Context: an optimization exercise on an open-source flow, tuned for small area, a short achievable clock period and few clock cycles per item. The choices shown serve that exercise and are no tape-out recipe. At most, simulation tests tie the RTL to the original design; equivalence was not proved. No functional check of the RTL was part of runs 5 to 7.

==> flow/design.v, too long to show whole: its modules and the start of the top module <==
// module conv3x3: 332 lines
// module c3_mac: 1559 lines
module conv3x3 (
    input  wire         clk,
    input  wire         rst,
    input  wire         cfg_we,
    input  wire [3:0]   cfg_addr,
    input  wire [31:0]  cfg_wdata,
    input  wire         in_valid,
    output wire         in_ready,
    input  wire [143:0] in_pix,
    input  wire [8:0]   in_mask,
    output wire         out_valid,
    input  wire         out_ready,
    output wire [15:0]  out_pix
);
  // ...
==> flow/flow/run.sh <==
#!/bin/bash
# The standard layout (standard.sh, unchanged synthesis), with two changes in how it
# is made: timing repair aims for 8 ns of extra setup slack, so the resizer keeps
# improving paths past the 12.5 ns constraint, and clock tree synthesis clusters more
# sinks per leaf buffer and inserts no dummy loads. Each tool's output is in standard.log.
set -o pipefail
bash standard.sh SETUP_SLACK_MARGIN=8 \
  "CTS_ARGS=-sink_clustering_enable -repair_clock_nets -sink_clustering_size 25 -sink_clustering_max_diameter 90 -dont_use_dummy_load" \
  finish > standard.log 2>&1
==> flow/standard.sh <==
#!/bin/bash
# synth_recipe.tcl (not shown) runs the flow's synth.tcl, then flattens the netlist and writes it again
# the make line also repeats each setting of config.mk as NAME=value (left out here)
make -C /OpenROAD-flow-scripts/flow DESIGN_CONFIG=/design/flow/config.mk WORK_HOME=/design/flow/orfs CLKGATE_MAP_FILE= SYNTH_SCRIPT=/design/flow/synth_recipe.tcl "${@:-finish}"
==> flow/config.mk <==
export PLATFORM = sky130hd
export DESIGN_NAME = conv3x3
export DESIGN_NICKNAME = conv3x3
export VERILOG_FILES = /design/flow/design.v
export SDC_FILE = /design/flow/constraint.sdc
export NUM_CORES = 4
export LEC_CHECK = 0
export CAP_MARGIN = 20
export CORE_MARGIN = 2
export CORE_UTILIZATION = 60
export SLEW_MARGIN = 20
export TNS_END_PERCENT = 0
==> flow/constraint.sdc <==
create_clock -name core_clock -period 12.5 [get_ports {clk}]
set_input_delay 2.5000 -clock core_clock [delete_from_list [all_inputs] [get_ports {clk}]]
set_output_delay 2.5000 -clock core_clock [all_outputs]
set_load 0.01 [all_outputs]
==> impl_metrics.toml, run 1 <==
[run_status]
outcome = "complete, no violations"

[place]
portBuffers = 211
placed_area_mm2 = 0.06455

[detailed_routing]
postRouteAntennaNets = 0
highest-signal-layer = "met5"
wl_per_cell_um = 24.98
drtIter0Drc = 4608
wl_met1_mm = 73.32

[synth]
synth_most_common_cell = "edfxtp_1"
synthTopCellsByCount = "edfxtp_1, inv_1, fa_1"
ys_seq_area_frac = 0.4049
ys_async_sr_fraction = 0
ys_warn_count = 9
synth_largest_area_cell = "edfxtp_1"
synth_fa_ha_area_frac = 0.1566
synth_top_family_by_area = "adder cells"

[final_layout]
regArea_mm2 = 0.02480
clockBufferCount = 48
dominant_cells = "multi-input combinational cells"
multi_input_cells = 3967

[critical_path]
required_ps = 12910
worst_path_max_delay_cell = "or4bb_1"
startpoint_type = "flip-flop"
path_class = "flip-flop to flip-flop"
r2r_cells = 20
crit_end = "out_r[6]$_DFFE_PN_"
cp_num_cells = 20
crit_start = "pout$_SDFF_PP0_"

[clock_tree]
root_buffer = "clkbuf_16"

[hold_path]
min_to = "acc_usew$_DFFE_PP_"

[sta]
period_minus_slack_ps = 4787
setup_viol_count_final = 0

[global_routing]
top_usage_layer = "met2"
gr-usage-met1 = 0.4505
Testbench counts, summed over its fixed seeds: cycles 32,911, items 4,096.
==> inputs of run 2 (changes only) <==
--- a/flow/config.mk
+++ b/flow/config.mk
@@ -10,3 +10,2 @@
 export CORE_UTILIZATION = 60
 export SLEW_MARGIN = 20
-export TNS_END_PERCENT = 0
==> impl_metrics.toml, run 2 <==
[detailed_routing]
drtIter0Drc = 4099
wl_per_cell_um = 24.59
via_per_inst = 6.230
postRouteAntennaNets = 0
routed-via-count = 45303
drt_pre_antenna_iters = 6
drc = 0
wirelength_mm = 178.8

[sta]
skew_ps = 77.73
final-max-slew-violation-count = 0
fin_crit_sh = 0.3658
clock.fmax_ghz = 0.2187
setup_tns_ps = 0
maxSlewHeadroom = 0.3095
period_minus_slack_ps = 4572
setup_viol_count_final = 0
tightestPinTransition_ps = 1033
rsz0062_at_grt = "true"
hold_viol = 0

[critical_path]
max_stage_delay_ps = 450
critPathMaxFanout = 16
crit_buf_inv = 4
crit_family = "compound AO/OA/AOI/OAI gates"
endpoint_kind = "flip-flop"
path_class = "flip-flop to flip-flop"
worst_path_max_delay_cell = "nor3_1"
required_ps = 12870
startpoint_type = "flip-flop"
arrival_ps = 4940
cp_cell_sequence = "buf_4 > buf_4 > o21ai_0 > ha_1 > nor2b_1 > o21a_1 > o21a_1 > buf_4 > o21a_4 > a211oi_1 > nor3_1 > nor3_1 > nand3_1 > nor3_1 > nand4_1 > a211oi_4 > buf_12 > a31oi_1"

[place]
portBuffers = 211
gp_congestion = 0.9873
hpwl_mm = 130.9
dp_cells = 7088

[synth]
synth_top_area_share = 0.3493
ys_ff_latch = 882
syn-cell-area_mm2 = 0.06121
synthCells = 5730
ys_async_sr_fraction = 0
synth_most_common_cell = "edfxtp_1"
synthTopCellsByCount = "edfxtp_1, inv_1, fa_1"
ys_top_cells_by_area = "edfxtp_1, fa_1, dfxtp_1"
syn_nets = 6497
ys_seq_area_frac = 0.4049
yosysUniqueCellTypes = 127
synth_edf_count = 712
synthFlopType = "edfxtp_1"
ys_warn_count = 9
synth_largest_area_cell = "edfxtp_1"
syn_area_per_cell_um2 = 10.68

[floorplanning]
core_area_mm2 = 0.1014
fp.dieW_um = 323.4
placementRows = 117
initial_core_util = 0.6034
dieArea_mm2 = 0.1046
fp.dieH_um = 323.4
io_pins = 212

[run_status]
outcome = "complete, no violations"

[clock_tree]
cts_sinks = 882
htreeDepth = 2
clk_pin_slew_ps = 100
cts_made_buffers = 47
clock_latency_ps = 670
cts_tree = "built"
clk_path_buf_depth = 3
root_buffer = "clkbuf_16"

[final_layout]
top_register = "wt"
finalNonFillerCells = 7272
regArea_mm2 = 0.02480
final_cell_mix = "edfxtp_1, inv_1, fa_1"
final_common_cell = "edfxtp_1"
areaGrowthSynthToFinish_pct = 12.26
fillers = 7868
largest_reg_flops = 288
reg_top3 = "wt x288, dd x70, rem x70"
drive_above_1_share = 0.1318
num-nets-final = 6672
multi_input_area_mm2 = 0.03457
final_core_util = 0.6773

[global_routing]
grt_antenna_before_repair = 2
grt_first_pass_wirelength_mm = 266.0
grt_max_degree = 100
grtUsageTotal = 0.3356
overflow = 0
first_global_vias = 44620

[run]
maxCapViolations = 0

[hold_path]
hold_class = "flip-flop to flip-flop"
## run 2: routing by layer
layer	share of wire	track usage	vias to the layer above
met5	0	0	-
met3	0.067	0.04558	320
met4	0.040	0.1288	0
met2	0.48	0.5537	1702
li1	-	-	20751
met1	0.41	0.4517	22530
## run 2: path summary, 6_finish.rpt
check | from | to | cells past startpoint | slack [ps]
max | pout$_SDFF_PP0_ | out_r[11]$_DFFE_PN_ | 18 | 7930
min | dig_usew$_DFFE_PP_ | acc_usew$_DFFE_PP_ | 0 | 440
max reg2reg | pout$_SDFF_PP0_ | out_r[11]$_DFFE_PN_ | 18 | 7930
min reg2reg | dig_usew$_DFFE_PP_ | acc_usew$_DFFE_PP_ | 0 | 440
## run 2: layout make-up
class	count	share of cell area
multi-input combinational	3971	0.5031
antenna	1	0.00003642
sequential	882	0.3609
inverter	587	0.03210
tap	1368	0.02491
timing repair buffer	416	0.06187
clock buffer	47	0.01712
## run 2: cells by family after synthesis
group	share of synthesized area
AO/OA/AOI/OAI	0.1465
AND/OR/NAND/NOR	0.1037
adder cells (fa/ha/maj)	0.1566
buffers and inverters	0.05631
XOR/XNOR	0.07381
multiplexers	0.05827
flip-flops	0.4049
## run 2: what timing repair did
item / 4_1_cts / 5_1_grt
gates cloned: 10 / 8
buffers inserted: 66 / 48
pin swaps: 48 / 48
endpoints found under the setup margin: 227 / 261
endpoints found under the hold margin: 0 / 0
gates resized for setup: 167 / 155
hold buffers: 0 / 0
## run 2: worst reg2reg max path, delay by kind of cell (launching register included)
| kind | cells | cell delay, ps |
|---|---|---|
| flops | 1 | 380 |
| compound gates | 7 | 1660 |
| fa+ha+maj | 1 | 330 |
| simple gates | 6 | 1240 |
| buf+inv | 4 | 650 |
## run 2: per-stage QoR
step | area, um2 | hold WS, ps | worst slack [ps]
floorplan | 61350 | 397.5 | 7672
global placement | 64560 | 410.9 | 6060
detailed placement | 64560 | 422.7 | 6023
CTS | 67340 | 442.8 | 7946
global route | 68710 | 446.3 | 7724
finish | 68720 | 435.8 | 7928
==> inputs of run 3 (changes only) <==
--- a/flow/config.mk
+++ b/flow/config.mk
@@ -9,3 +9,4 @@
 export CORE_MARGIN = 2
 export CORE_UTILIZATION = 60
+export PLACE_DENSITY = 0.75
 export SLEW_MARGIN = 20
==> impl_metrics.toml, run 3 <==
[critical_path]
path_class = "flip-flop to flip-flop"
startpoint_type = "flip-flop"
required_ps = 12830
r2r_cells = 19
endpoint_kind = "flip-flop"
r2r_start = "pout$_SDFF_PP0_"
timing.rr.end = "out_r[6]$_DFFE_PN_"
rrSetupSlack_ps = 7900
arrival_ps = 4930
critPathMaxFanout = 8

[sta]
setup_tns_ps = 0
rsz0062_at_grt = "true"
fin_crit_sh = 0.3678
period_minus_slack_ps = 4597
hold_viol = 0
tightestPinTransition_ps = 1117
fin_ws_ps = 7903
skew_ps = 49.43
maxSlewHeadroom = 0.2528
clock.fmax_ghz = 0.2175
final-max-slew-violation-count = 0
setup_viol_count_final = 0

[floorplanning]
core_area_mm2 = 0.1014
fp.dieH_um = 323.4
initial_core_util = 0.6034
dieArea_mm2 = 0.1046
fp.dieW_um = 323.4
placementRows = 117
io_pins = 212

[clock_tree]
ctsHoldBuffers = 0
cts_tree = "built"
cts_sinks = 882
cts_made_buffers = 47
clk_path_buf_depth = 3
clock_latency_ps = 650
htreeDepth = 2
root_buffer = "clkbuf_16"
clk_pin_slew_ps = 100

[synth]
syn_nets = 6497
ys_top_cells_by_area = "edfxtp_1, fa_1, dfxtp_1"
ys_seq_area_frac = 0.4049
yosysUniqueCellTypes = 127
synthFlopType = "edfxtp_1"
synth_top_area_share = 0.3493
syn-cell-area_mm2 = 0.06121
ys_async_sr_fraction = 0
synth_largest_area_cell = "edfxtp_1"
synth_most_common_cell = "edfxtp_1"
synthTopCellsByCount = "edfxtp_1, inv_1, fa_1"
ys_ff_latch = 882
syn_area_per_cell_um2 = 10.68
ys_warn_count = 9
synth_edf_count = 712
synthCells = 5730

[global_routing]
overflow = 0
grtUsageTotal = 0.3331
grt_antenna_before_repair = 5
first_global_vias = 44832
grt_first_pass_wirelength_mm = 264.8
grt_max_degree = 100

[final_layout]
final_cell_mix = "edfxtp_1, inv_1, fa_1"
fillers = 7635
final_core_util = 0.6825
top_register = "wt"
drive_above_1_share = 0.1456
reg_top3 = "wt x288, dd x70, rem x70"
largest_reg_flops = 288
finalNonFillerCells = 7286
areaGrowthSynthToFinish_pct = 13.10
final_common_cell = "edfxtp_1"
num-nets-final = 6681

[detailed_routing]
drc = 0
wl_per_cell_um = 24.56
routed-via-count = 46045
wirelength_mm = 178.9
drt_pre_antenna_iters = 7
drtIter0Drc = 5053
via_per_inst = 6.320
postRouteAntennaNets = 0

[hold_path]
holdPathStages = 1
hold_start = "dcnt[0][0]$_SDFF_PP0_"
min_to = "dcnt[0][0]$_SDFF_PP0_"
hold_class = "flip-flop to flip-flop"

[place]
hpwl_mm = 130.5
pre_cts_slack_ps = 6143
dp_cells = 7091
portBuffers = 211
gp_congestion = 0.9592

[run_status]
outcome = "complete, no violations"

[run]
maxCapViolations = 0
==> run 3: worst max path at each step <==
stage / from / end / slack, ps / cells after the start
detailed placement: in_mask[5] / in_ready_r$_SDFF_PP0_ / 6140 / 13
finish: pout$_SDFF_PP0_ / out_r[6]$_DFFE_PN_ / 7900 / 19
global route: pout$_SDFF_PP0_ / out_r[12]$_DFFE_PN_ / 7790 / 18
CTS: pout$_SDFF_PP0_ / out_r[15]$_DFFE_PN_ / 7920 / 19
floorplan: cfg_addr[2] / wt[1][0]$_DFFE_PP_ / 7670 / 2
global placement: in_mask[5] / in_ready_r$_SDFF_PP0_ / 6330 / 13
==> run 3: kinds of logic (layout without fill, tap and decap cells) <==
kind of cell,Yosys count,after routing,share of synthesized area
buf+inv,881,1061,0.05631
xor+xnor,515,515,0.07381
simple gates,1224,1224,0.1037
fa+ha+maj,573,573,0.1566
other cells,0,6,0
mux,330,330,0.05827
flops,882,882,0.4049
compound gates,1325,1327,0.1465
==> run 3: area by class of cell <==
class	count	area [um2]	share of cell area
inverter	587	2206	0.03186
timing repair buffer	427	4294	0.06202
clock buffer	47	1176	0.01699
tap	1368	1712	0.02472
antenna	6	15.01	0.0002169
multi-input combinational	3969	35030	0.5060
sequential	882	24800	0.3582
==> run 3: critical path: stages (launching register included) <==
cell and delay [ps]:
dfxtp_4 410, mux2i_4 300, buf_12 170, buf_8 130
xnor2_1 140, ha_2 320, o21a_1 210, o21a_1 200
o21ai_2 160, o21a_2 190, o21ai_4 90, a21oi_2 190
xnor2_2 130, or4_4 560, a211oi_4 310, o221ai_2 160
a211oi_4 240, buf_6 150, clkbuf_16 140, a31oi_1 70
==> run 3: stage by stage <==
step           area [um2]  hold WS (ps)
6_report            69230         437.5
5_1_grt             69220         458.0
4_1_cts             67240         426.4
3_5_place_dp        64530         417.9
3_3_place_gp        64530         410.5
2_1_floorplan       61350         397.5
==> run 3: timing repair <==
action	CTS	global route
cloned	11	6
setup buffers	59	66
pin swaps	47	110
resized for setup	181	260
endpoints found under the hold margin	0	0
endpoints found under the setup margin	229	192
==> run 3: routing by layer <==
layer | GRT usage | share of wire
met1 | 0.4523 | 0.40
met2 | 0.5465 | 0.48
met3 | 0.04827 | 0.078
met4 | 0.1203 | 0.037
met5 | 0 | 0.000067
==> inputs of run 4 (changes only) <==
==> flow/flow/run.sh (replaced) <==
#!/bin/bash
# The standard layout (standard.sh, unchanged synthesis), with two changes in how it
# is made: timing repair aims for 8.15 ns of extra setup slack, so the resizer keeps
# improving paths past the 12.5 ns constraint, and clock tree synthesis clusters more
# sinks per leaf buffer and inserts no dummy loads. Each tool's output is in standard.log.
set -o pipefail
bash standard.sh SETUP_SLACK_MARGIN=8.15 \
  "CTS_ARGS=-sink_clustering_enable -repair_clock_nets -sink_clustering_size 25 -sink_clustering_max_diameter 90 -dont_use_dummy_load" \
  finish > standard.log 2>&1
--- a/flow/config.mk
+++ b/flow/config.mk
@@ -9,4 +9,3 @@
 export CORE_MARGIN = 2
 export CORE_UTILIZATION = 60
-export PLACE_DENSITY = 0.75
 export SLEW_MARGIN = 20
==> impl_metrics.toml, run 4 <==
[run_status]
outcome = "complete, no violations"

[sta]
skew_ps = 50.61
period_minus_slack_ps = 4628
maxSlewHeadroom = 0.2691
rsz0062_at_grt = "true"
fin_crit_sh = 0.3702
final-max-slew-violation-count = 0
setup_viol_count_final = 0
tightestPinTransition_ps = 1096
holdWs_ps = 435.5
clock.fmax_ghz = 0.2161
hold_viol = 0
setup_tns_ps = 0

[synth]
ys_ff_latch = 882
ys_seq_area_frac = 0.4049
syn-cell-area_mm2 = 0.06121
syn_nets = 6497
synth_largest_area_cell = "edfxtp_1"
synth_edf_count = 712
ys_top_cells_by_area = "edfxtp_1, fa_1, dfxtp_1"
yosysUniqueCellTypes = 127
synth_most_common_cell = "edfxtp_1"
syn_area_per_cell_um2 = 10.68
ys_warn_count = 9
synthFlopType = "edfxtp_1"
synthTopCellsByCount = "edfxtp_1, inv_1, fa_1"
synth_top_area_share = 0.3493
synthCells = 5730
ys_async_sr_fraction = 0

[critical_path]
critPathMaxFanout = 8
crit_family = "simple AND/OR/NAND/NOR gates"
startpoint_type = "flip-flop"
required_ps = 12860
cp_cell_sequence = "mux2i_4 > buf_12 > buf_6 > buf_16 > xnor2_1 > ha_2 > a21o_1 > a21o_1 > a21oi_2 > o21ai_4 > or2_4 > a31oi_4 > xor2_1 > or4bb_1 > nor4_4 > nand4_1 > a211oi_4 > buf_6 > buf_12 > a31oi_1"
endpoint_kind = "flip-flop"
worst_path_max_delay_cell = "or4bb_1"
path_class = "flip-flop to flip-flop"
crit_buf_inv = 5
max_stage_delay_ps = 560
arrival_ps = 4980

[clock_tree]
clk_pin_slew_ps = 100
clock_latency_ps = 680
cts_tree = "built"
cts_sinks = 882
root_buffer = "clkbuf_16"
htreeDepth = 2
cts_made_buffers = 48
ctsHoldBuffers = 0
clk_path_buf_depth = 3

[global_routing]
grt_antenna_before_repair = 1
first_global_vias = 44321
grt_first_pass_wirelength_mm = 267.2
overflow = 0
grtUsageTotal = 0.3385
grt_max_degree = 100

[place]
hpwl_mm = 130.6
gp_congestion = 0.9671
portBuffers = 211

[final_layout]
drive_above_1_share = 0.1655
regArea_mm2 = 0.02480
final_common_cell = "edfxtp_1"
final_cell_mix = "edfxtp_1, inv_1, fa_1"
reg_top3 = "wt x288, dd x70, rem x70"
top_register = "wt"
largest_reg_flops = 288
fillers = 7489
num-nets-final = 6756
areaGrowthSynthToFinish_pct = 15.71
multi_input_area_mm2 = 0.03584

[hold_path]
hold_class = "flip-flop to flip-flop"

[detailed_routing]
postRouteAntennaNets = 0
drt_pre_antenna_iters = 9
wl_per_cell_um = 24.87
via_per_inst = 6.227
routed-via-count = 45807
wirelength_mm = 183.0
drtIter0Drc = 4071
drc = 0

[floorplanning]
io_pins = 212
initial_core_util = 0.6034
dieArea_mm2 = 0.1046
placementRows = 117
fp.dieW_um = 323.4
core_area_mm2 = 0.1014
fp.dieH_um = 323.4

[run]
maxCapViolations = 0
run 4: changes by cell type in the layout (fill, tap and decap cells not counted), sizes merged:
cell           change
buf               +74
dlygate4sd2        -7
diode              -5
clkbuf             +4
clkdlybuf4s15      +2
bufbuf             +1
nor2               +1
run 4: cell type report:
class | instances | area share
well taps | 1368 | 0.02417
clock buffers | 48 | 0.01696
multi-input cells | 3970 | 0.5060
repair buffers | 500 | 0.07160
diodes | 1 | 0.00003533
inverters | 587 | 0.03114
flip-flops and latches | 882 | 0.3501
run 4: cell families (layout without fill, tap and decap cells):
logic type / after synthesis / count (layout) / synth area share
compound gates: 1325 / 1327 / 0.1465
simple gates: 1224 / 1225 / 0.1037
flops: 882 / 882 / 0.4049
buf+inv: 881 / 1135 / 0.05631
fa+ha+maj: 573 / 573 / 0.1566
xor+xnor: 515 / 515 / 0.07381
mux: 330 / 330 / 0.05827
other cells: 0 / 1 / 0
run 4: layer usage:
layer	GRT usage	routed length, um
met1	0.4482	73970
met3	0.05585	13360
met5	0	0
met4	0.1274	7872
met2	0.5607	87760
run 4: stage by stage:
step                area (um2)  setup slack, ps    util  instances
CTS                      68670             7990  0.6769       7270
global placement         64630             6369  0.6370       7095
floorplan                61470             7692       -       5730
detailed placement       64630             6252  0.6370       7095
global route             70830             7657  0.6981       7355
finish                   70830             7872  0.6982       7356
run 4: what timing repair did:
item | 4_1_cts | 5_1_grt
pin swaps | 90 | 120
gates resized for setup | 309 | 302
setup endpoints to repair | 358 | 200
setup buffers | 111 | 80
gates cloned | 16 | 4
run 4: worst paths after layout:
kind,slack (ps),cells past startpoint,from,end
hold / removal,440,0,dig_usew$_DFFE_PP_,acc_usew$_DFFE_PP_
hold reg to reg,440,0,dig_usew$_DFFE_PP_,acc_usew$_DFFE_PP_
setup reg to reg,7870,20,pout$_SDFF_PP0_,out_r[15]$_DFFE_PN_
setup / recovery,7870,20,pout$_SDFF_PP0_,out_r[15]$_DFFE_PN_
run 4: worst register-to-register path, delay by kind of cell, from the launching register on:
kind,cells,cell delay [ps]
simple gates,4,1260
xor+xnor,2,240
compound gates,7,1160
mux,1,260
fa+ha+maj,1,340
flops,1,400
buf+inv,5,670
==> module conv3x3, before the edit <==
module conv3x3 (
    input  wire         clk,
    input  wire         rst,
    input  wire         cfg_we,
    input  wire [3:0]   cfg_addr,
    input  wire [31:0]  cfg_wdata,
    input  wire         in_valid,
    output wire         in_ready,
    input  wire [143:0] in_pix,
    input  wire [8:0]   in_mask,
    output wire         out_valid,
    input  wire         out_ready,
    output wire [15:0]  out_pix
);
    localparam SW = 52;      
    localparam DM = 35;      
    localparam QW = 34;      
    localparam K_TOT = 2'd0;
    localparam K_WS  = 2'd1;
    localparam K_PIX = 2'd2;
    localparam D_IDLE = 2'd0;
    localparam D_ITER = 2'd1;
    localparam D_FIN  = 2'd2;
    reg [31:0] wt [0:8];
    reg [31:0] divisor;
    reg [31:0] threshold;
    reg        div_auto;
    reg        dyn_div;
    reg        lane16;
    integer n;
    always @(posedge clk) begin
        if (cfg_we) begin
            case (cfg_addr)
                4'd9:    divisor   <= cfg_wdata;
                4'd10:   threshold <= cfg_wdata;
                4'd11:   begin
                             div_auto <= cfg_wdata[0];
                             dyn_div  <= cfg_wdata[1];
                             lane16   <= cfg_wdata[2];
                         end
                default: begin
                             for (n = 0; n < 9; n = n + 1)
                                 if (cfg_addr == n) wt[n] <= cfg_wdata;
                         end
            endcase
        end
    end
    reg        active;        
    reg [1:0]  ph;            
    reg [3:0]  jj;            
    reg        cd_ok;         
    reg        in_ready_r;
    reg        dig_v;
    reg [1:0]  dig_kind;
    reg        dig_first;
    reg        dig_last;
    reg        dig_usew;
    reg [8:0]  d_one, d_two, d_neg;
    reg          acc_done;
    reg [1:0]    acc_kind;
    reg          acc_usew;
    reg [SW-1:0] acc_s, acc_c;
    reg          s2_v, s2_wait;
    reg [50:0]   s2_n;      
    reg          s2_sneg;
    reg [DM-1:0] s2_d;
    reg          s2_dneg;
    reg [DM-1:0] cd_r;
    reg          cd_neg;
    reg [15:0]   out_r;
    reg          out_v;
    wire [3:0] jtop      = lane16 ? 4'd8 : 4'd4;
    wire       need_wsum = dyn_div & ~&in_mask;
    wire prep;
    wire acc_pix  = acc_done & (acc_kind == K_PIX);
    wire s2_free  = (~s2_v & ~s2_wait) | prep;
    wire blocked  = acc_pix & ~s2_free;
    wire cpa_go   = acc_done & ~blocked;
    wire csa_go   = dig_v & ~blocked;
    wire dig_free = ~dig_v | ~blocked;
    wire [1:0] cur_ph   = active ? ph : (cd_ok ? K_PIX : K_TOT);
    wire [3:0] cur_j    = active ? jj : jtop;
    wire       cur_last = (cur_ph == K_WS) | ((cur_ph == K_PIX) & (cur_j == 4'd0) & ~need_wsum);
    wire       issue    = cur_last ? (in_ready_r & in_valid) : ((active | in_valid) & dig_free);
    reg [8:0]  p_one, p_two, p_neg;
    reg [18:0] pad;
    reg [2:0]  bb;
    integer k;
    always @(*) begin
        for (k = 0; k < 9; k = k + 1) begin
            pad = {2'b00, (lane16 ? in_pix[16*k+8 +: 8] : 8'd0), in_pix[16*k +: 8], 1'b0};
            case (cur_ph)
                K_TOT:   bb = 3'b010;
                K_WS:    bb = {1'b0, in_mask[k], 1'b0};
                default: bb = in_mask[k] ? pad[2*cur_j +: 3] : 3'b000;
            endcase
            p_one[k] = bb[1] ^ bb[0];
            p_two[k] = (bb[2] & ~bb[1] & ~bb[0]) | (~bb[2] & bb[1] & bb[0]);
            p_neg[k] = bb[2] & ~(bb[1] & bb[0]);
        end
    end
    reg        active_n;
    reg [1:0]  ph_n;
    reg [3:0]  jj_n;
    always @(*) begin
        active_n = active;
        ph_n     = ph;
        jj_n     = jj;
        if (issue) begin
            active_n = 1'b1;
            case (cur_ph)
                K_TOT: begin ph_n = K_PIX; jj_n = jtop; end
                K_PIX: begin
                    if (cur_j != 4'd0) begin ph_n = K_PIX; jj_n = cur_j - 4'd1; end
                    else if (need_wsum) ph_n = K_WS;
                    else active_n = 1'b0;
                end
                default: active_n = 1'b0;
            endcase
        end
    end
    wire [287:0] wflat = {wt[8], wt[7], wt[6], wt[5], wt[4], wt[3], wt[2], wt[1], wt[0]};
    wire [SW-1:0] as4 = dig_first ? {SW{1'b0}} : {acc_s[SW-3:0], 2'b00};
    wire [SW-1:0] ac4 = dig_first ? {SW{1'b0}} : {acc_c[SW-3:0], 2'b00};
    wire [SW-1:0] ra, rb;
    c3_mac u_mac (.one(d_one), .two(d_two), .neg(d_neg), .w(wflat), .as(as4), .ac(ac4), .ra(ra), .rb(rb));
    wire [SW-1:0] racc    = acc_s + acc_c;
    wire [SW-1:0] rm1     = acc_s + acc_c + {SW{1'b1}};
    wire          tot_div = (acc_kind == K_TOT) && !div_auto;
    wire [SW-1:0] dsx     = {{(SW-32){divisor[31]}}, divisor};
    wire          abs_neg = tot_div ? divisor[31] : racc[SW-1];
    wire [SW-1:0] abs_out = tot_div ? (divisor[31] ? (~dsx + 1'b1) : dsx) :
                            (racc[SW-1] ? ~rm1 : racc);
    wire          abs_zero = tot_div ? ~|divisor : ~|racc;
    wire [DM-1:0] abs_d   = abs_zero ? {{(DM-1){1'b0}}, 1'b1} : abs_out[DM-1:0];
    wire [31:0] T = threshold;
    wire t_small8  = (T[31:10] == 22'd0) | ((&T[31:10]) & (T[9:8] != 2'b00));
    wire t_small16 = (T[31:18] == 14'd0) | ((&T[31:18]) & (T[17:16] != 2'b00));
    reg  [1:0] msel;       
    always @(posedge clk) msel <= lane16 ? (t_small16 ? 2'd1 : 2'd2) : (t_small8 ? 2'd0 : 2'd2);
    reg [50:0] nrot;
    always @(*) begin
        case (msel)
            2'd0:    nrot = {abs_out[9:0],  abs_out[50:10]};
            2'd1:    nrot = {abs_out[17:0], abs_out[50:18]};
            default: nrot = {abs_out[33:0], abs_out[50:34]};
        endcase
    end
    reg [40:0]   nhi;     
    reg [QW-1:0] nlo;     
    reg [5:0]    kit;     
    always @(*) begin
        case (msel)
            2'd0:    begin nhi = {6'd0, s2_n[40:0]};   nlo = {s2_n[50:17] & {{10{1'b1}}, 24'd0}}; kit = 6'd8;  end
            2'd1:    begin nhi = {8'd0, s2_n[32:0]};   nlo = {s2_n[50:17] & {{18{1'b1}}, 16'd0}}; kit = 6'd16; end
            default: begin nhi = {24'd0, s2_n[16:0]};  nlo = s2_n[50:17];                          kit = 6'd32; end
        endcase
    end
    wire ovf = (nhi >= {6'd0, s2_d});
    reg          pin, pout;           
    reg [1:0]    dst  [0:1];
    reg [5:0]    dcnt [0:1];
    reg [DM-1:0] rem  [0:1];
    reg [QW-1:0] nq   [0:1];
    reg [DM-1:0] dd   [0:1];
    reg          qneg [0:1];
    reg          sat  [0:1];
    wire fin0 = (dst[0] == D_FIN) & ~pout & ~out_v;
    wire fin1 = (dst[1] == D_FIN) &  pout & ~out_v;
    reg  prep0, prep1;
    assign prep = prep0 | prep1;
    wire [DM-1:0] rin0 = prep0 ? nhi[DM-1:0] : rem[0];
    wire [QW-1:0] qin0 = prep0 ? nlo : nq[0];
    wire [DM-1:0] din0 = prep0 ? s2_d : dd[0];
    wire [DM:0]   t0   = {rin0, qin0[QW-1]} - {1'b0, din0};
    wire          q0   = ~t0[DM];
    wire [DM-1:0] r0   = q0 ? t0[DM-1:0] : {rin0[DM-2:0], qin0[QW-1]};
    wire [DM-1:0] rin1 = prep1 ? nhi[DM-1:0] : rem[1];
    wire [QW-1:0] qin1 = prep1 ? nlo : nq[1];
    wire [DM-1:0] din1 = prep1 ? s2_d : dd[1];
    wire [DM:0]   t1   = {rin1, qin1[QW-1]} - {1'b0, din1};
    wire          q1   = ~t1[DM];
    wire [DM-1:0] r1   = q1 ? t1[DM-1:0] : {rin1[DM-2:0], qin1[QW-1]};
    wire [QW-1:0] fq   = pout ? nq[1] : nq[0];
    wire          fneg = pout ? qneg[1] : qneg[0];
    wire          fsat = pout ? sat[1] : sat[0];
    wire [15:0]   lanemax = lane16 ? 16'hffff : 16'h00ff;
    wire [35:0]   tx   = {{4{T[31]}}, T} ^ {36{fneg}};
    wire [35:0]   vx   = tx + {2'b00, fq};
    wire [35:0]   vsum = vx ^ {36{fneg}};
    wire          v_hi = lane16 ? (|vsum[34:16]) : (|vsum[34:8]);
    wire [15:0]   clamped = fsat ? (fneg ? 16'd0 : lanemax) :
                            vsum[35] ? 16'd0 :
                            v_hi ? lanemax : (vsum[15:0] & lanemax);
    reg       dig_v_n, acc_done_n, s2_v_n, s2_wait_n, out_v_n, pin_n, pout_n;
    reg [1:0] acc_kind_n, dst0_n, dst1_n, dst0_np, dst1_np;
    always @(*) begin
        dig_v_n = issue | (dig_v & blocked);
        acc_done_n = acc_done;
        acc_kind_n = acc_kind;
        if (csa_go) begin
            acc_done_n = dig_last;
            acc_kind_n = dig_kind;
        end else if (cpa_go) begin
            acc_done_n = 1'b0;
        end
        s2_v_n    = s2_v & ~prep;
        s2_wait_n = s2_wait;
        if (cpa_go && acc_kind == K_PIX) begin
            if (acc_usew) s2_wait_n = 1'b1;
            else          s2_v_n    = 1'b1;
        end
        if (cpa_go && acc_kind == K_WS) begin
            s2_wait_n = 1'b0;
            s2_v_n    = 1'b1;
        end
        out_v_n = (out_v & ~out_ready) | fin0 | fin1;
        pout_n  = pout ^ (fin0 | fin1);
        pin_n   = pin ^ prep;
        dst0_np = dst[0];
        if (dst[0] == D_ITER && dcnt[0] == 6'd0) dst0_np = D_FIN;
        if (fin0) dst0_np = D_IDLE;
        dst1_np = dst[1];
        if (dst[1] == D_ITER && dcnt[1] == 6'd0) dst1_np = D_FIN;
        if (fin1) dst1_np = D_IDLE;
        dst0_n = prep0 ? (ovf ? D_FIN : D_ITER) : dst0_np;
        dst1_n = prep1 ? (ovf ? D_FIN : D_ITER) : dst1_np;
    end
    wire free0_n  = (dst0_np == D_IDLE) | ((dst0_np == D_FIN) & ~pout_n & ~out_v_n);
    wire free1_n  = (dst1_np == D_IDLE) | ((dst1_np == D_FIN) &  pout_n & ~out_v_n);
    wire prep0_n  = s2_v_n & ~pin_n & free0_n;
    wire prep1_n  = s2_v_n &  pin_n & free1_n;
    wire       s2_free_n = (~s2_v_n & ~s2_wait_n) | prep0_n | prep1_n;
    wire       blocked_n = acc_done_n & (acc_kind_n == K_PIX) & ~s2_free_n;
    wire       is_last_n = active_n & ((ph_n == K_WS) | ((ph_n == K_PIX) & (jj_n == 4'd0) & ~need_wsum));
    wire       in_ready_n = is_last_n & (~dig_v_n | ~blocked_n);
    always @(posedge clk) begin
        if (rst) begin
            active     <= 1'b0;
            in_ready_r <= 1'b0;
            cd_ok      <= 1'b0;
            dig_v      <= 1'b0;
            acc_done   <= 1'b0;
            s2_v       <= 1'b0;
            s2_wait    <= 1'b0;
            dst[0]     <= D_IDLE;
            dst[1]     <= D_IDLE;
            out_v      <= 1'b0;
            pin        <= 1'b0;
            pout       <= 1'b0;
            prep0      <= 1'b0;
            prep1      <= 1'b0;
        end else begin
            active     <= active_n;
            ph         <= ph_n;
            jj         <= jj_n;
            in_ready_r <= in_ready_n;
            if (cfg_we) cd_ok <= 1'b0;
            else if (issue && cur_ph == K_TOT) cd_ok <= 1'b1;
            dig_v      <= dig_v_n;
            acc_done   <= acc_done_n;
            acc_kind   <= acc_kind_n;
            s2_v       <= s2_v_n;
            s2_wait    <= s2_wait_n;
            dst[0]     <= dst0_n;
            dst[1]     <= dst1_n;
            out_v      <= out_v_n;
            pin        <= pin_n;
            pout       <= pout_n;
            prep0      <= prep0_n;
            prep1      <= prep1_n;
        end
    end
    always @(posedge clk) begin
        if (issue) begin
            d_one     <= p_one;
            d_two     <= p_two;
            d_neg     <= p_neg;
            dig_kind  <= cur_ph;
            dig_first <= (cur_ph != K_PIX) || (cur_j == jtop);
            dig_last  <= (cur_ph != K_PIX) || (cur_j == 4'd0);
            dig_usew  <= need_wsum;
        end
        if (csa_go) begin
            acc_s    <= ra;
            acc_c    <= rb;
            acc_usew <= dig_usew;
        end
        if (cpa_go) begin
            case (acc_kind)
                K_PIX: begin
                    s2_n    <= nrot;
                    s2_sneg <= abs_neg;
                    if (!acc_usew) begin
                        s2_d    <= cd_r;
                        s2_dneg <= cd_neg;
                    end
                end
                K_WS: begin
                    s2_d    <= abs_d;
                    s2_dneg <= abs_neg;
                end
                default: begin
                    cd_r   <= abs_d;
                    cd_neg <= abs_neg;
                end
            endcase
        end
        rem[0]  <= r0;
        dcnt[0] <= prep0 ? kit : dcnt[0] - 6'd1;
        if (prep0 || dst[0] == D_ITER)
            nq[0]   <= {qin0[QW-2:0], q0};
        if (prep0) begin
            dd[0]   <= s2_d;
            qneg[0] <= s2_sneg ^ s2_dneg;
            sat[0]  <= ovf;
        end
        rem[1]  <= r1;
        dcnt[1] <= prep1 ? kit : dcnt[1] - 6'd1;
        if (prep1 || dst[1] == D_ITER)
            nq[1]   <= {qin1[QW-2:0], q1};
        if (prep1) begin
            dd[1]   <= s2_d;
            qneg[1] <= s2_sneg ^ s2_dneg;
            sat[1]  <= ovf;
        end
        if (fin0 || fin1) out_r <= clamped;
    end
    assign in_ready  = in_ready_r;
    assign out_valid = out_v;
    assign out_pix   = out_r;
endmodule
==> inputs of run 5 (changes only) <==
--- a/flow/design.v
+++ b/flow/design.v
@@ -62,5 +62,5 @@
     reg [SW-1:0] acc_s, acc_c;
     reg          s2_v, s2_wait;
-    reg [50:0]   s2_n;      
+    reg [50:0]   s2_n;
     reg          s2_sneg;
     reg [DM-1:0] s2_d;
@@ -132,6 +132,7 @@
     wire [SW-1:0] abs_out = tot_div ? (divisor[31] ? (~dsx + 1'b1) : dsx) :
                             (racc[SW-1] ? ~rm1 : racc);
-    wire          abs_zero = tot_div ? ~|divisor : ~|racc;
-    wire [DM-1:0] abs_d   = abs_zero ? {{(DM-1){1'b0}}, 1'b1} : abs_out[DM-1:0];
+    wire          acc_zero = &(~((acc_s ^ acc_c) ^ {(acc_s[SW-2:0] | acc_c[SW-2:0]), 1'b0}));
+    wire          abs_zero = tot_div ? ~|divisor : acc_zero;
+    wire [DM-1:0] abs_d   = {abs_out[DM-1:1], abs_out[0] | abs_zero};
     wire [31:0] T = threshold;
     wire t_small8  = (T[31:10] == 22'd0) | ((&T[31:10]) & (T[9:8] != 2'b00));
@@ -139,12 +140,4 @@
     reg  [1:0] msel;       
     always @(posedge clk) msel <= lane16 ? (t_small16 ? 2'd1 : 2'd2) : (t_small8 ? 2'd0 : 2'd2);
-    reg [50:0] nrot;
-    always @(*) begin
-        case (msel)
-            2'd0:    nrot = {abs_out[9:0],  abs_out[50:10]};
-            2'd1:    nrot = {abs_out[17:0], abs_out[50:18]};
-            default: nrot = {abs_out[33:0], abs_out[50:34]};
-        endcase
-    end
     reg [40:0]   nhi;     
     reg [QW-1:0] nlo;     
@@ -152,7 +145,7 @@
     always @(*) begin
         case (msel)
-            2'd0:    begin nhi = {6'd0, s2_n[40:0]};   nlo = {s2_n[50:17] & {{10{1'b1}}, 24'd0}}; kit = 6'd8;  end
-            2'd1:    begin nhi = {8'd0, s2_n[32:0]};   nlo = {s2_n[50:17] & {{18{1'b1}}, 16'd0}}; kit = 6'd16; end
-            default: begin nhi = {24'd0, s2_n[16:0]};  nlo = s2_n[50:17];                          kit = 6'd32; end
+            2'd0:    begin nhi = s2_n >> 10; nlo = {s2_n[9:0],  24'd0}; kit = 6'd8;  end
+            2'd1:    begin nhi = s2_n >> 18; nlo = {s2_n[17:0], 16'd0}; kit = 6'd16; end
+            default: begin nhi = s2_n >> 34; nlo = s2_n[33:0];          kit = 6'd32; end
         endcase
     end
@@ -290,5 +283,5 @@
             case (acc_kind)
                 K_PIX: begin
-                    s2_n    <= nrot;
+                    s2_n    <= abs_out[50:0];
                     s2_sneg <= abs_neg;
                     if (!acc_usew) begin
==> flow/flow/run.sh (replaced) <==
#!/bin/bash
# The standard layout (standard.sh, unchanged synthesis), with two changes in how it
# is made: timing repair aims for 8 ns of extra setup slack, so the resizer keeps
# improving paths past the 12.5 ns constraint, and clock tree synthesis clusters more
# sinks per leaf buffer and inserts no dummy loads. Each tool's output is in standard.log.
set -o pipefail
bash standard.sh SETUP_SLACK_MARGIN=8 \
  "CTS_ARGS=-sink_clustering_enable -repair_clock_nets -sink_clustering_size 25 -sink_clustering_max_diameter 90 -dont_use_dummy_load" \
  finish > standard.log 2>&1
==> impl_metrics.toml, run 5 <==
[run_status]
outcome = "complete, no violations"

[synth]
yosysUniqueCellTypes = 86
syn-cell-area_mm2 = 0.06240
ys_warn_count = 9
ys_ff_latch = 882
synth_most_common_cell = "edfxtp_1"
synthTopCellsByCount = "edfxtp_1, inv_1, fa_1"
synthFlopType = "edfxtp_1"
synth_edf_count = 712
ys_async_sr_fraction = 0
synth_largest_area_cell = "edfxtp_1"
ys_top_cells_by_area = "edfxtp_1, fa_1, ha_1"
syn_area_per_cell_um2 = 10.48
synth_top_area_share = 0.3427
syn_nets = 6771
ys_seq_area_frac = 0.3972
synthCells = 5953

[critical_path]
arrival_ps = 5080
path_class = "flip-flop to flip-flop"
required_ps = 12910
startpoint_type = "flip-flop"
critPathMaxFanout = 6
r2r_cells = 14
endpoint_kind = "flip-flop"

[run]
maxCapViolations = 0

[floorplanning]
core_area_mm2 = 0.1033
initial_core_util = 0.6038
dieArea_mm2 = 0.1066
io_pins = 212
placementRows = 118
fp.dieW_um = 326.5
fp.dieH_um = 326.5

[sta]
period_minus_slack_ps = 4676
setup_tns_ps = 0
clock.fmax_ghz = 0.2138
fin_ws_ps = 7824
final-max-slew-violation-count = 0
tightestPinTransition_ps = 1162
fin_crit_sh = 0.3741
holdWs_ps = 430.1
setup_viol_count_final = 0
maxSlewHeadroom = 0.2170
rsz0062_at_grt = "true"
hold_viol = 0
skew_ps = 84.89

[final_layout]
drive_above_1_share = 0.1174
num-nets-final = 6908
largest_reg_flops = 288
final_common_cell = "edfxtp_1"
final_core_util = 0.6743
final_cell_mix = "edfxtp_1, inv_1, fa_1"
reg_top3 = "wt x288, dd x70, rem x70"
areaGrowthSynthToFinish_pct = 11.69
top_register = "wt"

[detailed_routing]
drc = 0
postRouteAntennaNets = 0
wirelength_mm = 167.0
via_per_inst = 5.991
wl_per_cell_um = 22.36
routed-via-count = 44750
drtIter0Drc = 3668
drt_pre_antenna_iters = 7

[clock_tree]
htreeDepth = 2
cts_sinks = 882
cts_made_buffers = 47
ctsHoldBuffers = 0
cts_tree = "built"
clk_pin_slew_ps = 100
clk_path_buf_depth = 3
root_buffer = "clkbuf_16"
clock_latency_ps = 690

[global_routing]
overflow = 0
grt_antenna_before_repair = 2
grtUsageTotal = 0.3054
first_global_vias = 43919
grt_first_pass_wirelength_mm = 254.6
grt_max_degree = 100

[place]
portBuffers = 211
pre_cts_slack_ps = 6393
gp_congestion = 0.9264
hpwl_mm = 125.7

[hold_path]
holdPathStages = 0
hold_class = "flip-flop to flip-flop"
==> run 5: final timing paths <==
path | slack [ps] | startpoint | end
min | 430 | dig_usew$_DFFE_PP_ | acc_usew$_DFFE_PP_
max reg2reg | 7820 | acc_s[1]$_DFFE_PP_ | s2_d[20]$_DFFE_PP_
max | 7820 | acc_s[1]$_DFFE_PP_ | s2_d[20]$_DFFE_PP_
min reg2reg | 430 | dig_usew$_DFFE_PP_ | acc_usew$_DFFE_PP_
==> run 5: stage by stage <==
stage,std cells,instance area [um2]
CTS,7399,68200
finish,7469,69690
floorplan,5953,62710
global placement,7301,65830
global route,7468,69690
detailed placement,7301,65830
==> run 5: final cells by class <==
| class | count | area (um2) |
|---|---|---|
| fillers | 8091 | 33660 |
| well taps | 1380 | 1727 |
| inverters | 664 | 2495 |
| clock buffers | 47 | 1176 |
| flip-flops and latches | 882 | 24800 |
| diodes | 1 | 2.502 |
| multi-input cells | 4101 | 35380 |
| repair buffers | 394 | 4108 |
==> run 5: per-layer routing <==
layer,global-route usage,part of all wire
met5,0,0.000078
met4,0.09404,0.034
met2,0.5085,0.48
met3,0.02982,0.051
met1,0.4249,0.44
==> run 5: what timing repair did <==
action / in CTS / in global routing
pin swaps: 27 / 61
gates resized for setup: 126 / 211
gates cloned: 9 / 10
endpoints found under the setup margin: 244 / 231
setup buffers: 42 / 59
==> run 5: cell families (layout without fill, tap and decap cells) <==
logic type / Yosys count / after routing / share of synthesized area
multiplexers: 380 / 382 / 0.06569
adder cells (fa/ha/maj): 624 / 624 / 0.1639
AND/OR/NAND/NOR: 1217 / 1217 / 0.09721
other: 0 / 1 / 0
XOR/XNOR: 578 / 578 / 0.08113
flip-flops: 882 / 882 / 0.3972
AO/OA/AOI/OAI: 1300 / 1300 / 0.1363
buffers and inverters: 972 / 1105 / 0.05857
==> run 5: critical path, stage by stage (launching register included) <==
cell	delay, ps
edfxtp_1	420
buf_4	180
fa_2	420
a21o_4	250
a21oi_4	160
xnor2_2	80
or4_4	430
or3_4	390
or4b_4	510
or4_4	560
buf_4	170
o41ai_4	210
xor2_1	260
a21oi_2	100
mux2_2	280
==> inputs of run 6 (changes only) <==
--- a/flow/design.v
+++ b/flow/design.v
@@ -62,5 +62,5 @@
     reg [SW-1:0] acc_s, acc_c;
     reg          s2_v, s2_wait;
-    reg [50:0]   s2_n;
+    reg [50:0]   s2_n;      
     reg          s2_sneg;
     reg [DM-1:0] s2_d;
@@ -127,12 +127,12 @@
     wire [SW-1:0] racc    = acc_s + acc_c;
     wire [SW-1:0] rm1     = acc_s + acc_c + {SW{1'b1}};
+    wire          acc_neg = racc[SW-1];
+    wire [SW-1:0] acc_abs = acc_neg ? ~rm1 : racc;
     wire          tot_div = (acc_kind == K_TOT) && !div_auto;
-    wire [SW-1:0] dsx     = {{(SW-32){divisor[31]}}, divisor};
-    wire          abs_neg = tot_div ? divisor[31] : racc[SW-1];
-    wire [SW-1:0] abs_out = tot_div ? (divisor[31] ? (~dsx + 1'b1) : dsx) :
-                            (racc[SW-1] ? ~rm1 : racc);
-    wire          acc_zero = &(~((acc_s ^ acc_c) ^ {(acc_s[SW-2:0] | acc_c[SW-2:0]), 1'b0}));
-    wire          abs_zero = tot_div ? ~|divisor : acc_zero;
-    wire [DM-1:0] abs_d   = {abs_out[DM-1:1], abs_out[0] | abs_zero};
+    wire [31:0]   dabs    = divisor[31] ? (~divisor + 1'b1) : divisor;
+    wire          abs_neg = tot_div ? divisor[31] : acc_neg;
+    wire [DM-1:0] abs_mag = tot_div ? {3'd0, dabs} : acc_abs[DM-1:0];
+    wire          abs_zero = tot_div ? ~|divisor : ~|racc;
+    wire [DM-1:0] abs_d   = {abs_mag[DM-1:1], abs_mag[0] | abs_zero};
     wire [31:0] T = threshold;
     wire t_small8  = (T[31:10] == 22'd0) | ((&T[31:10]) & (T[9:8] != 2'b00));
@@ -140,4 +140,12 @@
     reg  [1:0] msel;       
     always @(posedge clk) msel <= lane16 ? (t_small16 ? 2'd1 : 2'd2) : (t_small8 ? 2'd0 : 2'd2);
+    reg [50:0] nrot;
+    always @(*) begin
+        case (msel)
+            2'd0:    nrot = {acc_abs[9:0],  acc_abs[50:10]};
+            2'd1:    nrot = {acc_abs[17:0], acc_abs[50:18]};
+            default: nrot = {acc_abs[33:0], acc_abs[50:34]};
+        endcase
+    end
     reg [40:0]   nhi;     
     reg [QW-1:0] nlo;     
@@ -145,7 +153,7 @@
     always @(*) begin
         case (msel)
-            2'd0:    begin nhi = s2_n >> 10; nlo = {s2_n[9:0],  24'd0}; kit = 6'd8;  end
-            2'd1:    begin nhi = s2_n >> 18; nlo = {s2_n[17:0], 16'd0}; kit = 6'd16; end
-            default: begin nhi = s2_n >> 34; nlo = s2_n[33:0];          kit = 6'd32; end
+            2'd0:    begin nhi = {6'd0, s2_n[40:0]};   nlo = {s2_n[50:17] & {{10{1'b1}}, 24'd0}}; kit = 6'd8;  end
+            2'd1:    begin nhi = {8'd0, s2_n[32:0]};   nlo = {s2_n[50:17] & {{18{1'b1}}, 16'd0}}; kit = 6'd16; end
+            default: begin nhi = {24'd0, s2_n[16:0]};  nlo = s2_n[50:17];                          kit = 6'd32; end
         endcase
     end
@@ -283,6 +291,6 @@
             case (acc_kind)
                 K_PIX: begin
-                    s2_n    <= abs_out[50:0];
-                    s2_sneg <= abs_neg;
+                    s2_n    <= nrot;
+                    s2_sneg <= acc_neg;
                     if (!acc_usew) begin
                         s2_d    <= cd_r;
==> impl_metrics.toml, run 6 <==
[clock_tree]
root_buffer = "clkbuf_16"
cts_sinks = 882
clk_path_buf_depth = 3
cts_made_buffers = 46
htreeDepth = 2
cts_tree = "built"
clock_latency_ps = 690
ctsHoldBuffers = 0
clk_pin_slew_ps = 100

[run_status]
outcome = "complete, no violations"

[critical_path]
crit_buf_inv = 2
critPathMaxFanout = 3
endpoint_kind = "flip-flop"
timing.rr.end = "s2_n[28]$_DFFE_PP_"
rrSetupSlack_ps = 7630
startpoint_type = "flip-flop"
path_class = "flip-flop to flip-flop"
worst_path_max_delay_cell = "or4_4"
r2r_start = "acc_c[12]$_DFFE_PP_"
required_ps = 12900
crit_family = "simple AND/OR/NAND/NOR gates"
cp_num_cells = 15
cp_cell_sequence = "ha_4 > nand2_4 > or4_4 > or4b_4 > a2111oi_4 > buf_6 > nor2_4 > xnor2_4 > or4_4 > or4_4 > nor4_4 > buf_4 > a21oi_4 > xor2_2 > a221o_1"
r2r_cells = 15
max_stage_delay_ps = 580
arrival_ps = 5280
crit_top_cell = "or4_4"

[sta]
setup_viol_count_final = 0
setup_tns_ps = 0
rsz0062_at_grt = "true"
period_minus_slack_ps = 4874
maxSlewHeadroom = 0.1970
tightestPinTransition_ps = 1200
fin_crit_sh = 0.3899
clock.fmax_ghz = 0.2052
final-max-slew-violation-count = 0
skew_ps = 78.19
hold_viol = 0

[synth]
ys_seq_area_frac = 0.3955
ys_async_sr_fraction = 0
syn_area_per_cell_um2 = 10.33
synthFlopType = "edfxtp_1"
synthCells = 6068
synth_most_common_cell = "edfxtp_1"
synth_top_area_share = 0.3412
syn_nets = 6835
yosysUniqueCellTypes = 93
ys_warn_count = 9
syn-cell-area_mm2 = 0.06266
synthTopCellsByCount = "edfxtp_1, inv_1, nand2_1"
synth_edf_count = 712
ys_ff_latch = 882
synth_largest_area_cell = "edfxtp_1"
ys_top_cells_by_area = "edfxtp_1, fa_1, dfxtp_1"

[floorplanning]
placementRows = 118
initial_core_util = 0.6055
fp.dieW_um = 327.2
fp.dieH_um = 327.2
core_area_mm2 = 0.1035
io_pins = 212
dieArea_mm2 = 0.1070

[final_layout]
largest_reg_flops = 288
drive_above_1_share = 0.1713
areaGrowthSynthToFinish_pct = 17.13
fillers = 7670
final_common_cell = "edfxtp_1"
final_cell_mix = "edfxtp_1, inv_1, nand2_1"
finalNonFillerCells = 7766
reg_top3 = "wt x288, dd x70, rem x70"
num-nets-final = 7151
final_core_util = 0.7092
top_register = "wt"

[detailed_routing]
wl_met1_mm = 79.34
routed-via-count = 50336
wl_met3_mm = 17.31
highest-signal-layer = "met4"
drtIter0Drc = 5665
via_per_inst = 6.482
wirelength_mm = 209.5
drc = 0
wl_met2_mm = 99.48
drt_pre_antenna_iters = 6
postRouteAntennaNets = 0
wl_per_cell_um = 26.98

[global_routing]
overflow = 0
first_global_vias = 48776
grt_max_degree = 100
grt_antenna_before_repair = 9
grtUsageTotal = 0.3786
grt_first_pass_wirelength_mm = 304.1

[place]
gp_congestion = 1.024
portBuffers = 211
hpwl_mm = 152.8
dp_cells = 7430

[hold_path]
hold_start = "dcnt[0][0]$_SDFF_PP0_"
min_to = "dcnt[0][0]$_SDFF_PP0_"
hold_class = "flip-flop to flip-flop"
holdPathStages = 1

[run]
maxCapViolations = 0
[run 6: how the worst max path moves through the flow]
stage                        startpoint                  to  slack [ps]
floorplan                   cfg_addr[2]  wt[1][0]$_DFFE_PP_        7670
global placement    acc_s[12]$_DFFE_PP_  s2_d[15]$_DFFE_PP_        6380
detailed placement  acc_s[12]$_DFFE_PP_  s2_d[15]$_DFFE_PP_        6380
CTS                 acc_s[12]$_DFFE_PP_  s2_n[28]$_DFFE_PP_        7610
global route        acc_c[12]$_DFFE_PP_  s2_n[28]$_DFFE_PP_        7500
finish              acc_c[12]$_DFFE_PP_  s2_n[28]$_DFFE_PP_        7630
[run 6: per-stage QoR]
stage	area (um2)	setup slack, ps	hold slack, ps
floorplan	62900	7672	397.5
global placement	66230	6380	406.7
detailed placement	66230	6376	417.9
CTS	70430	7610	441.0
global route	73390	7497	462.6
finish	73400	7626	439.6
[run 6: logic make-up (layout without fill, tap and decap cells)]
group | Yosys count | in the layout | share of synthesized area
AO/OA/AOI/OAI | 1459 | 1461 | 0.1566
other | 0 | 4 | 0
buffers and inverters | 918 | 1230 | 0.05541
multiplexers | 322 | 322 | 0.05539
adder cells (fa/ha/maj) | 573 | 573 | 0.1530
flip-flops | 882 | 882 | 0.3955
AND/OR/NAND/NOR | 1410 | 1410 | 0.1136
XOR/XNOR | 504 | 504 | 0.07044
[run 6: layer usage]
metal  vias up  global-route usage
li1      22404                   -
met1     24874              0.4851
met2      2458              0.6234
met3       600             0.06152
met4         0              0.1952
met5         -                   0
[run 6: repair_timing]
action                     4_1_cts  5_1_grt
setup buffers                  133      130
cloned                          12        8
pin swaps                      113      123
setup endpoints to repair      220      200
gates resized for setup        362      354
[run 6: final cells by class]
type                            count  area (um2)  share of cell area
Sequential cell                   882       24800              0.3379
Antenna cell                        4       10.01           0.0001364
Clock buffer                       46        1151             0.01568
Tap cell                         1380        1727             0.02353
Multi-Input combinational cell   4270       37710              0.5138
Timing Repair Buffer              579        5714             0.07786
Inverter                          605        2280             0.03106
==> inputs of run 7 (changes only) <==
--- a/flow/design.v
+++ b/flow/design.v
@@ -125,14 +125,13 @@
     wire [SW-1:0] ra, rb;
     c3_mac u_mac (.one(d_one), .two(d_two), .neg(d_neg), .w(wflat), .as(as4), .ac(ac4), .ra(ra), .rb(rb));
-    wire [SW-1:0] racc    = acc_s + acc_c;
-    wire [SW-1:0] rm1     = acc_s + acc_c + {SW{1'b1}};
-    wire          acc_neg = racc[SW-1];
-    wire [SW-1:0] acc_abs = acc_neg ? ~rm1 : racc;
+    wire [SW-1:0] racc, rm1;
+    c3_cadd u_cadd (.a(acc_s), .b(acc_c), .r(racc), .rm1(rm1));
     wire          tot_div = (acc_kind == K_TOT) && !div_auto;
-    wire [31:0]   dabs    = divisor[31] ? (~divisor + 1'b1) : divisor;
-    wire          abs_neg = tot_div ? divisor[31] : acc_neg;
-    wire [DM-1:0] abs_mag = tot_div ? {3'd0, dabs} : acc_abs[DM-1:0];
+    wire [SW-1:0] dsx     = {{(SW-32){divisor[31]}}, divisor};
+    wire          abs_neg = tot_div ? divisor[31] : racc[SW-1];
+    wire [SW-1:0] abs_out = tot_div ? (divisor[31] ? (~dsx + 1'b1) : dsx) :
+                            (racc[SW-1] ? ~rm1 : racc);
     wire          abs_zero = tot_div ? ~|divisor : ~|racc;
-    wire [DM-1:0] abs_d   = {abs_mag[DM-1:1], abs_mag[0] | abs_zero};
+    wire [DM-1:0] abs_d   = abs_zero ? {{(DM-1){1'b0}}, 1'b1} : abs_out[DM-1:0];
     wire [31:0] T = threshold;
     wire t_small8  = (T[31:10] == 22'd0) | ((&T[31:10]) & (T[9:8] != 2'b00));
@@ -143,7 +142,7 @@
     always @(*) begin
         case (msel)
-            2'd0:    nrot = {acc_abs[9:0],  acc_abs[50:10]};
-            2'd1:    nrot = {acc_abs[17:0], acc_abs[50:18]};
-            default: nrot = {acc_abs[33:0], acc_abs[50:34]};
+            2'd0:    nrot = {abs_out[9:0],  abs_out[50:10]};
+            2'd1:    nrot = {abs_out[17:0], abs_out[50:18]};
+            default: nrot = {abs_out[33:0], abs_out[50:34]};
         endcase
     end
@@ -292,5 +291,5 @@
                 K_PIX: begin
                     s2_n    <= nrot;
-                    s2_sneg <= acc_neg;
+                    s2_sneg <= abs_neg;
                     if (!acc_usew) begin
                         s2_d    <= cd_r;
@@ -332,4 +331,37 @@
     assign out_pix   = out_r;
 endmodule
+module c3_cadd (
+    input  wire [51:0] a,
+    input  wire [51:0] b,
+    output wire [51:0] r,
+    output wire [51:0] rm1
+);
+    wire [51:0] x = ~(a ^ b);
+    wire [51:0] y = {a[50:0] | b[50:0], 1'b0};
+    wire [51:0] p = x ^ y;
+    wire [51:0] g = x & y;
+    wire [51:0] gl [0:6];
+    wire [51:0] pl [0:6];
+    assign gl[0] = g;
+    assign pl[0] = p;
+    genvar l, i;
+    generate
+        for (l = 0; l < 6; l = l + 1) begin : lv
+            for (i = 0; i < 52; i = i + 1) begin : bt
+                if (i >= (1 << l)) begin : cb
+                    assign gl[l+1][i] = gl[l][i] | (pl[l][i] & gl[l][i - (1 << l)]);
+                    assign pl[l+1][i] = pl[l][i] & pl[l][i - (1 << l)];
+                end else begin : pb
+                    assign gl[l+1][i] = gl[l][i];
+                    assign pl[l+1][i] = pl[l][i];
+                end
+            end
+        end
+    endgenerate
+    wire [51:0] c0 = {gl[6][50:0], 1'b0};
+    wire [51:0] c1 = {gl[6][50:0] | pl[6][50:0], 1'b1};
+    assign rm1 = p ^ c0;
+    assign r   = p ^ c1;
+endmodule
 module c3_mac (
     input  wire [8:0]   one,
==> impl_metrics.toml, run 7 <==
[clock_tree]
cts_tree = "built"
cts_sinks = 882
clk_path_buf_depth = 3
clock_latency_ps = 700
clk_pin_slew_ps = 100
cts_made_buffers = 46
htreeDepth = 2
root_buffer = "clkbuf_16"
ctsHoldBuffers = 0

[critical_path]
cp_cell_sequence = "inv_1 > ha_1 > inv_2 > ha_4 > fa_2 > a21o_1 > a21oi_4 > o221a_4 > o211ai_4 > a311oi_4 > buf_6 > a211oi_4 > a211oi_4 > buf_6 > buf_12 > mux2i_2 > xor2_2 > a21oi_4 > a222oi_1 > inv_1"
worst_path_max_delay_cell = "a222oi_1"
crit_end = "s2_n[3]$_DFFE_PP_"
crit_buf_inv = 6
required_ps = 12840
timing.rr.end = "s2_n[3]$_DFFE_PP_"
startpoint_type = "flip-flop"
cp_num_cells = 20
r2r_start = "acc_c[1]$_DFFE_PP_"
path_class = "flip-flop to flip-flop"
critPathMaxFanout = 5
crit_start = "acc_c[1]$_DFFE_PP_"
crit_family = "compound AO/OA/AOI/OAI gates"
max_stage_delay_ps = 540
arrival_ps = 5080
r2r_cells = 20
rrSetupSlack_ps = 7750
endpoint_kind = "flip-flop"

[synth]
ys_warn_count = 10
ys_ff_latch = 882
ys_top_cells_by_area = "edfxtp_1, fa_1, ha_1"
yosysUniqueCellTypes = 96
synth_most_common_cell = "inv_1"
synthTopCellsByCount = "inv_1, edfxtp_1, nand2_1"
syn-cell-area_mm2 = 0.06228
ys_async_sr_fraction = 0
syn_area_per_cell_um2 = 10.27
synthFlopType = "edfxtp_1"
synth_edf_count = 712
synth_largest_area_cell = "edfxtp_1"
ys_seq_area_frac = 0.3979
synthCells = 6067
synth_top_area_share = 0.3433
syn_nets = 6886

[global_routing]
grtUsageTotal = 0.3376
grt_first_pass_wirelength_mm = 276.3
grt_antenna_before_repair = 5
overflow = 0
first_global_vias = 46261
grt_max_degree = 100

[run_status]
outcome = "complete, no violations"

[final_layout]
reg_top3 = "wt x288, dd x70, rem x70"
fillers = 7958
areaGrowthSynthToFinish_pct = 14.15
largest_reg_flops = 288
final_core_util = 0.6889
finalNonFillerCells = 7643
num-nets-final = 7081
top_register = "wt"
final_common_cell = "inv_1"
drive_above_1_share = 0.1372
final_cell_mix = "inv_1, edfxtp_1, nand2_1"

[place]
hpwl_mm = 134.8
gp_congestion = 1.008
portBuffers = 211
dp_cells = 7413

[hold_path]
holdPathStages = 0
hold_class = "flip-flop to flip-flop"

[sta]
period_minus_slack_ps = 4745
fin_crit_sh = 0.3796
skew_ps = 104.7
rsz0062_at_grt = "true"
clock.fmax_ghz = 0.2107
setup_tns_ps = 0
hold_viol = 0
setup_viol_count_final = 0
holdWs_ps = 428.1
final-max-slew-violation-count = 0
maxSlewHeadroom = 0.2032
tightestPinTransition_ps = 1192

[floorplanning]
dieArea_mm2 = 0.1064
placementRows = 118
io_pins = 212
fp.dieW_um = 326.2
core_area_mm2 = 0.1032
initial_core_util = 0.6035
fp.dieH_um = 326.2

[detailed_routing]
drtIter0Drc = 4668
postRouteAntennaNets = 0
routed-via-count = 46638
drc = 0
wirelength_mm = 183.3
drt_pre_antenna_iters = 8
wl_per_cell_um = 23.99
via_per_inst = 6.102

[run]
maxCapViolations = 0
[run 7: cell families (layout without fill, tap and decap cells)]
family                   Yosys count  count (layout)  synth area share
buffers and inverters           1096            1288           0.06794
XOR/XNOR                         554             555           0.07803
AO/OA/AOI/OAI                   1382            1382            0.1453
flip-flops                       882             882            0.3979
AND/OR/NAND/NOR                 1246            1246           0.09790
multiplexers                     282             282           0.04844
adder cells (fa/ha/maj)          625             625            0.1645
other                              0               3                 0
[run 7: through the flow]
stage	cell area (um2)	setup slack [ps]
floorplan	62440	7178
global placement	65560	6019
detailed placement	65560	5902
CTS	69340	7736
global route	71090	7644
finish	71090	7755
[run 7: layout make-up]
class                           instances  area, um2  area share
Timing Repair Buffer                  456       4737     0.06663
Clock buffer                           46       1151     0.01619
Timing Repair inverter                  1      7.507   0.0001056
Tap cell                             1380       1727     0.02429
Sequential cell                       882      24800      0.3488
Multi-Input combinational cell       4090      35690      0.5021
Inverter                              785       2969     0.04176
Antenna cell                            3      7.507   0.0001056
[run 7: repair_timing]
action                     in CTS  in global routing
setup endpoints to repair     250                165
pin swaps                      86                103
gates cloned                   17                  7
setup buffers                 101                 56
gates resized for setup       299                282
[run 7: worst min path at each step]
stage                               start                     to  slack, ps
CTS                    dig_usew$_DFFE_PP_     acc_usew$_DFFE_PP_        430
global placement    dcnt[1][0]$_SDFF_PP0_  dcnt[1][0]$_SDFF_PP0_        410
global route           dig_usew$_DFFE_PP_     acc_usew$_DFFE_PP_        440
finish                 dig_usew$_DFFE_PP_     acc_usew$_DFFE_PP_        430
detailed placement  dcnt[0][0]$_SDFF_PP0_  dcnt[0][0]$_SDFF_PP0_        420
floorplan           dcnt[0][0]$_SDFF_PP0_  dcnt[0][0]$_SDFF_PP0_        400
[run 7: layer usage]
metal	global-route usage	vias to the layer above	wire, um
met5	0	-	15
met4	0.1412	2	9468
met3	0.04153	446	11810
met2	0.5700	1904	88860
met1	0.4414	22877	73170
li1	-	21409	-

static timing again, ports no longer ideal:
The flow's constraints put no driver on any port. The routed layouts listed below were extracted and timed again, unchanged, in two steps. Step 1, drivers: a clkbuf_16 drives clk and a buf_2 each remaining input, both assumed. Step 2, shift: input delay + t, output delay - t, t = (earliest + latest rising clock arrival at the registers) / 2. This alone moves slack from input paths to output paths. Slacks: ideal ports / drivers / drivers and shift; pairs: ideal ports / drivers.
| run | shift t [ns] | setup WS [ns] | pins driven straight from the clock port |
|---|---|---|---|
| run 1 | 0.722 | 7.713 / 7.713 / 7.097 | 1 |
| run 2 | 0.706 | 7.928 / 7.928 / 7.439 | 1 |
| run 3 | 0.700 | 7.903 / 7.903 / 7.448 | 1 |
| run 4 | 0.724 | 7.872 / 7.872 / 7.527 | 1 |
| run 5 | 0.724 | 7.824 / 7.824 / 7.494 | 1 |
| run 6 | 0.724 | 7.626 / 7.626 / 7.359 | 1 |
| run 7 | 0.729 | 7.755 / 7.755 / 7.334 | 1 |
After both steps every run listed still meets setup and hold. For run 1, which loses most, drivers alone change the setup slack by 0.000 ns; drivers and shift together by -0.616 ns.
